This design comes from an exercise in tuning for small area, a short achievable clock period and few clock cycles on the open sky130 flow, not from production work. RTL that was checked went through simulation tests only; none was proved equivalent to the original. Power and IR drop assume default switching activity.

Setup of build 40:
==> flow/design.v (excerpt) <==
module e20_top (
    input  wire        clk,
    input  wire        rst,
    output reg         mem_req,
    output reg         mem_we,
    output reg  [12:0] mem_addr,
    output wire [15:0] mem_wdata,
    input  wire [15:0] mem_rdata,
    input  wire        mem_ready,
    output wire        ev1_valid,
    output wire [1:0]  ev1_status,    
    output wire [15:0] ev1_pc,
    output wire [12:0] ev1_addr,
    output wire [2:0]  ev1_row,
    output wire        ev2_valid,
    output wire [1:0]  ev2_status,
    output wire [15:0] ev2_pc,
    output wire [12:0] ev2_addr,
    output wire [3:0]  ev2_row,
    output wire        halted,
    output wire [15:0] pc_out,
    input  wire [2:0]  dbg_sel,
    output wire [15:0] dbg_reg
);
    reg [15:0] pc;           
    reg [15:0] ir;
    reg        irv;          
    reg [15:0] va_q;         
    reg [15:0] vb_q;         
    reg        eq_q;         
    reg        d_tgt;        
    reg        d_jr;         
    reg        d_jeq;        
    reg        d_imm;        
    reg        d_inv;        
    reg        d_wr;         
    reg [2:0]  d_widx;
    reg [2:0]  d_res;        
    reg        halt_q;
    reg [15:0] regs [1:7];
    reg        mact;
    reg        mst;          
    reg [12:0] maddr;
    reg [15:0] mwdata;
    reg [2:0]  mrd;
    reg        evv;
    reg        ev_st;
    reg        ev_h1;
    reg        ev_h2;
    wire [2:0]  opcode = ir[15:13];
    wire [2:0]  rB     = ir[9:7];
    wire [2:0]  rD     = ir[6:4];
    wire [3:0]  func   = ir[3:0];
    wire [15:0] imm    = {{9{ir[6]}}, ir[6:0]};
    wire [15:0] target = {3'b000, ir[12:0]};
    wire [15:0] va = va_q;
    wire [15:0] vb = vb_q;
    wire [15:0] pc1;
    wire [15:0] pcm1;
  ...
Size: roughly 3,000 cells after synthesis, ~840 flip-flops, roughly 160 I/O pins, about 0.041 mm2 of cells after synthesis.
clock: 8.0 ns
lec_check: 0
abc_clock_period_in_ps: 4000
cap_margin: 20
core_margin: 2
core_utilization: 55
cts_buf_list: sky130_fd_sc_hd__clkbuf_8
cts_cluster_size: 30
setup_slack_margin: 3.8
slew_margin: 20
tns_end_percent: 5
run.sh (not shown) runs the stock make flow with config.mk's settings and CLKGATE_MAP_FILE= SYNTH_SCRIPT=/design/flow/synth_recipe.tcl, a recipe that flattens the netlist after the stock synthesis.
Testbench counts of build 40, summed over its fixed seeds: cycles 41,552.
Input changes introduced in trial 31 (baseline for comparison: build 40):
Settings: swapping 5 for 0 in TNS_END_PERCENT.
[summary]
Per the final summary, trial 31 finished and its layout is clean on timing, DRC and antenna.
Build 40 reached the final stage; the timing, DRC and antenna checks on its layout passed.
Looking at via count across build 40 and trial 31, the one that comes out lower is trial 31.
Delta (trial 31 minus build 40): share of total power in sequential cells grew by 0.2 points, final worst setup slack shrank by 0.060 ns, average wire length per cell after detail routing shrank by 0.11 um.
Trial 31 vs. build 40: share of the synthesized area in compound gates (AO/OA/AOI/OAI) held, fraction of area in clock buffers and inverters held, non-clock buffer area fraction after layout shows a reduction of 0.68 points, I/O pin total has remained practically unchanged, sequential share of layout area now sits higher.
In the reports for build 40 and trial 31, the smaller global-route usage belongs to trial 31.

== the previous run ==
The RTL this note starts from:
==> flow/design.v <==
module e20_cache_level #(
    parameter BLK_BITS = 2,    
    parameter ROW_BITS = 3,    
    parameter WAYS     = 2
) (
    input  wire                 clk,
    input  wire                 rst,
    input  wire                 access,    
    input  wire [12:0]          addr,
    output wire [ROW_BITS-1:0]  row,
    output reg                  hit
);
    localparam TAG_BITS = 13 - BLK_BITS - ROW_BITS;
    localparam ROWS     = 1 << ROW_BITS;
    localparam LINES    = ROWS * WAYS;
    wire [TAG_BITS-1:0] tag = addr[12:BLK_BITS+ROW_BITS];
    assign row = addr[BLK_BITS+ROW_BITS-1:BLK_BITS];
    wire [LINES*TAG_BITS-1:0] tags_flat;
    wire [LINES-1:0]          valid_flat;
    wire [WAYS*TAG_BITS-1:0] row_tags  = tags_flat[row*WAYS*TAG_BITS +: WAYS*TAG_BITS];
    wire [WAYS-1:0]          row_valid = valid_flat[row*WAYS +: WAYS];
    integer i;
    reg [WAYS-1:0] shift;      
    always @(*) begin
        hit   = 1'b0;
        shift = {WAYS{1'b1}};  
        for (i = 0; i < WAYS; i = i + 1) begin
            if (row_valid[i] && row_tags[i*TAG_BITS +: TAG_BITS] == tag)
                hit = 1'b1;
        end
        if (hit) begin
            for (i = 0; i < WAYS; i = i + 1)
                shift[i] = 1'b0;
            for (i = 0; i < WAYS; i = i + 1) begin
                if (row_valid[i] && row_tags[i*TAG_BITS +: TAG_BITS] == tag)
                    shift = ~((1 << i) - 1);    
            end
        end
    end
    genvar r, p;
    generate
        for (r = 0; r < ROWS; r = r + 1) begin : g_row
            wire upd = access && (row == r);
            for (p = 0; p < WAYS; p = p + 1) begin : g_line
                reg [TAG_BITS-1:0] tag_q;
                reg                valid_q;
                wire [TAG_BITS-1:0] tag_in;
                wire                valid_in;
                if (p == WAYS - 1) begin : g_end
                    assign tag_in   = tag;
                    assign valid_in = 1'b1;
                end else begin : g_mid
                    assign tag_in   = tags_flat[(r*WAYS+p+1)*TAG_BITS +: TAG_BITS];
                    assign valid_in = valid_flat[r*WAYS+p+1];
                end
                always @(posedge clk) begin
                    if (rst) begin
                        valid_q <= 1'b0;
                    end else if (upd && shift[p]) begin
                        tag_q   <= tag_in;
                        valid_q <= valid_in;
                    end
                end
                assign tags_flat[(r*WAYS+p)*TAG_BITS +: TAG_BITS] = tag_q;
                assign valid_flat[r*WAYS+p] = valid_q;
            end
        end
    endgenerate
endmodule
module e20_top (
    input  wire        clk,
    input  wire        rst,
    output reg         mem_req,
    output reg         mem_we,
    output reg  [12:0] mem_addr,
    output reg  [15:0] mem_wdata,
    input  wire [15:0] mem_rdata,
    input  wire        mem_ready,
    output wire        ev1_valid,
    output wire [1:0]  ev1_status,    
    output wire [15:0] ev1_pc,
    output wire [12:0] ev1_addr,
    output wire [2:0]  ev1_row,
    output wire        ev2_valid,
    output wire [1:0]  ev2_status,
    output wire [15:0] ev2_pc,
    output wire [12:0] ev2_addr,
    output wire [3:0]  ev2_row,
    output wire        halted,
    output wire [15:0] pc_out,
    input  wire [2:0]  dbg_sel,
    output wire [15:0] dbg_reg
);
    reg [15:0] pc;           
    reg [15:0] ir;
    reg        irv;          
    reg        halt_q;
    reg [15:0] regs [1:7];
    reg        mact;
    reg        mst;          
    reg        looked;       
    reg [12:0] maddr;
    reg [15:0] mpc;
    reg [15:0] mwdata;
    reg [2:0]  mrd;
    reg        evv;
    reg        ev_st;
    reg        ev_h1;
    reg        ev_h2;
    wire [2:0]  opcode = ir[15:13];
    wire [2:0]  rA     = ir[12:10];
    wire [2:0]  rB     = ir[9:7];
    wire [2:0]  rD     = ir[6:4];
    wire [3:0]  func   = ir[3:0];
    wire [15:0] imm    = {{9{ir[6]}}, ir[6:0]};
    wire [15:0] target = {3'b000, ir[12:0]};
    wire [15:0] va = (rA == 3'd0) ? 16'd0 : regs[rA];
    wire [15:0] vb = (rB == 3'd0) ? 16'd0 : regs[rB];
    wire [15:0] pc1 = pc + 16'd1;
    wire op_rrr  = (opcode == 3'd0);
    wire op_alu  = op_rrr && (func[3:2] == 2'b00 || func == 4'd4) && func != 4'd5 && func != 4'd6 && func != 4'd7;
    wire op_jr   = op_rrr && (func == 4'd8);
    wire op_bad  = op_rrr && !op_alu && !op_jr;
    wire op_j    = (opcode == 3'd2);
    wire op_jal  = (opcode == 3'd3);
    wire op_mem  = (opcode == 3'd4) || (opcode == 3'd5);
    wire op_jeq  = (opcode == 3'd6);
    wire do_halt = op_j && (target == pc);
    wire jeq_tk  = op_jeq && (va == vb);
    wire exec = irv && !mact && !halt_q;
    wire       look = mact && !looked;
    wire       l1_hit, l2_hit;
    wire [2:0] l1_row;
    wire [3:0] l2_row;
    e20_cache_level #(.BLK_BITS(2), .ROW_BITS(3), .WAYS(2)) u_l1 (
        .clk(clk), .rst(rst), .access(look), .addr(maddr),
        .row(l1_row), .hit(l1_hit)
    );
    e20_cache_level #(.BLK_BITS(3), .ROW_BITS(4), .WAYS(4)) u_l2 (
        .clk(clk), .rst(rst), .access(look && (mst || !l1_hit)), .addr(maddr),
        .row(l2_row), .hit(l2_hit)
    );
    assign ev1_valid  = evv;
    assign ev1_status = ev_st ? 2'd2 : {1'b0, !ev_h1};
    assign ev1_pc     = mpc;
    assign ev1_addr   = maddr;
    assign ev1_row    = maddr[4:2];
    assign ev2_valid  = evv && (ev_st || !ev_h1);
    assign ev2_status = ev_st ? 2'd2 : {1'b0, !ev_h2};
    assign ev2_pc     = mpc;
    assign ev2_addr   = maddr;
    assign ev2_row    = maddr[6:3];
    assign halted  = halt_q;
    assign pc_out  = pc;
    assign dbg_reg = (dbg_sel == 3'd0) ? 16'd0 : regs[dbg_sel];
    wire redirect = op_j || op_jal;       
    wire bubble   = op_jr || jeq_tk;      
    always @(*) begin
        mem_we    = 1'b0;
        mem_wdata = mwdata;
        if (mact) begin
            mem_req  = 1'b1;
            mem_we   = mst;
            mem_addr = maddr;
        end else if (!irv) begin
            mem_req  = !halt_q;
            mem_addr = pc[12:0];
        end else begin
            mem_req  = !halt_q;
            mem_addr = redirect ? ir[12:0] : pc1[12:0];
        end
    end
    reg        wr_en;
    reg [2:0]  wr_idx;
    reg [15:0] wr_val;
    always @(*) begin
        wr_en  = 1'b0;
        wr_idx = rD;
        wr_val = 16'd0;
        case (opcode)
            3'd0: begin
                wr_en = op_alu;
                case (func[2:0])
                    3'd0: wr_val = va + vb;
                    3'd1: wr_val = va - vb;
                    3'd2: wr_val = va | vb;
                    3'd3: wr_val = va & vb;
                    default: wr_val = {15'd0, va < vb};
                endcase
            end
            3'd1: begin wr_en = 1'b1; wr_idx = rB; wr_val = va + imm; end
            3'd3: begin wr_en = 1'b1; wr_idx = 3'd7; wr_val = pc1; end
            3'd7: begin wr_en = 1'b1; wr_idx = rB; wr_val = {15'd0, va < imm}; end
            default: ;
        endcase
    end
    wire [15:0] eff = va + imm;
    integer k;
    always @(posedge clk) begin
        if (rst) begin
            pc     <= 16'd0;
            irv    <= 1'b0;
            halt_q <= 1'b0;
            mact   <= 1'b0;
            looked <= 1'b0;
            evv    <= 1'b0;
            for (k = 1; k < 8; k = k + 1)
                regs[k] <= 16'd0;
        end else begin
            evv    <= look;
            looked <= mact && !mem_ready;
            if (look) begin
                ev_st <= mst;
                ev_h1 <= l1_hit;
                ev_h2 <= l2_hit;
            end
            if (mact) begin
                if (mem_ready) begin
                    mact <= 1'b0;
                    if (!mst && mrd != 3'd0)
                        regs[mrd] <= mem_rdata;
                    if (mst && maddr == pc[12:0])
                        irv <= 1'b0;
                end
            end else if (!irv) begin
                if (!halt_q && mem_ready) begin
                    ir  <= mem_rdata;
                    irv <= 1'b1;
                end
            end else if (!halt_q && !op_bad) begin
                if (do_halt) begin
                    halt_q <= 1'b1;
                end else begin
                    if (wr_en && wr_idx != 3'd0)
                        regs[wr_idx] <= wr_val;
                    if (op_mem) begin
                        mact   <= 1'b1;
                        mst    <= opcode[0];
                        maddr  <= eff[12:0];
                        mpc    <= pc;
                        mwdata <= vb;
                        mrd    <= rB;
                    end
                    if (bubble) begin
                        pc  <= op_jr ? va : pc1 + imm;
                        irv <= 1'b0;
                    end else begin
                        pc  <= redirect ? target : pc1;
                        ir  <= mem_rdata;
                        irv <= mem_ready;
                    end
                end
            end
        end
    end
endmodule
clock: 8.0 ns
lec_check: 0
abc_clock_period_in_ps: 4000
cap_margin: 20
core_margin: 2
core_utilization: 40
setup_slack_margin: 3.5
slew_margin: 20
#### Input delta (the current run over the previous run)
--- a/flow/config.mk
+++ b/flow/config.mk
@@ -6,8 +6,8 @@
 export NUM_CORES = 4
 export LEC_CHECK = 0
-export ABC_CLOCK_PERIOD_IN_PS = 4000
+export ABC_CLOCK_PERIOD_IN_PS = 3500
 export CAP_MARGIN = 20
 export CORE_MARGIN = 2
 export CORE_UTILIZATION = 40
-export SETUP_SLACK_MARGIN = 3.5
+export SETUP_SLACK_MARGIN = 4.5
 export SLEW_MARGIN = 20
[summary]
From the previous run to the current run the numbers moved as follows: sum of internal, switching and leakage power went up; number of ports placed on the die boundary stayed essentially flat.
Of the current run and the previous run, the lower fraction of area in registers belongs to the current run.
Delta(highest cell delay on the worst timing path, the current run - the previous run) < 0
In the current run, the share of total power in the clock network came out 3.0 points below the value in the previous run.
Of the current run and the previous run, it is the current run that has the higher total of plain and repair buffers excluding clock buffers.
Min final net count across the current run and the previous run: the previous run
In the metrics for the current run and the previous run, the one carrying the lower initial antenna violation count is the previous run.
Function was not checked in any run of this note: the RTL went through the layout flow alone.

## afterwards: timing with drivers on the ports
The flow's constraints put no driver on any port. The routed layouts listed below were extracted and timed again, unchanged, in two steps. Step 1 sets driving cells, clkbuf_16 on the clock port and buf_2 on the other inputs (assumed; they add their load-dependent delay and slew). Step 2 adds t to the input delays and takes it off the output delays; t is the mean of the earliest and latest rising clock arrival at the registers after step 1. Input paths then give back, and output paths get back, about the clock's delay inside the block. Three values: ideal ports, drivers, drivers and shift; two values: the first two.
| run | t, ns | slack for setup (ns) | worst data-port slew with drivers (ns) | pins driven straight from the clock port |
|---|---|---|---|---|
| build 40 | 0.849 | 2.659 / 2.598 / 2.374 | 0.23 | 1 |
| trial 31 | 0.849 | 2.599 / 2.569 / 2.391 | 0.04 | 1 |
| the previous run | 0.718 | 3.515 / 3.448 / 3.215 | 0.10 | 1 |
| the current run | 0.733 | 3.596 / 3.461 / 3.461 | 0.18 | 1 |
After both steps every run listed still meets setup and hold. The setup slack of the previous run, which loses most, moves by -0.067 ns with the drivers and by -0.300 ns with both steps.
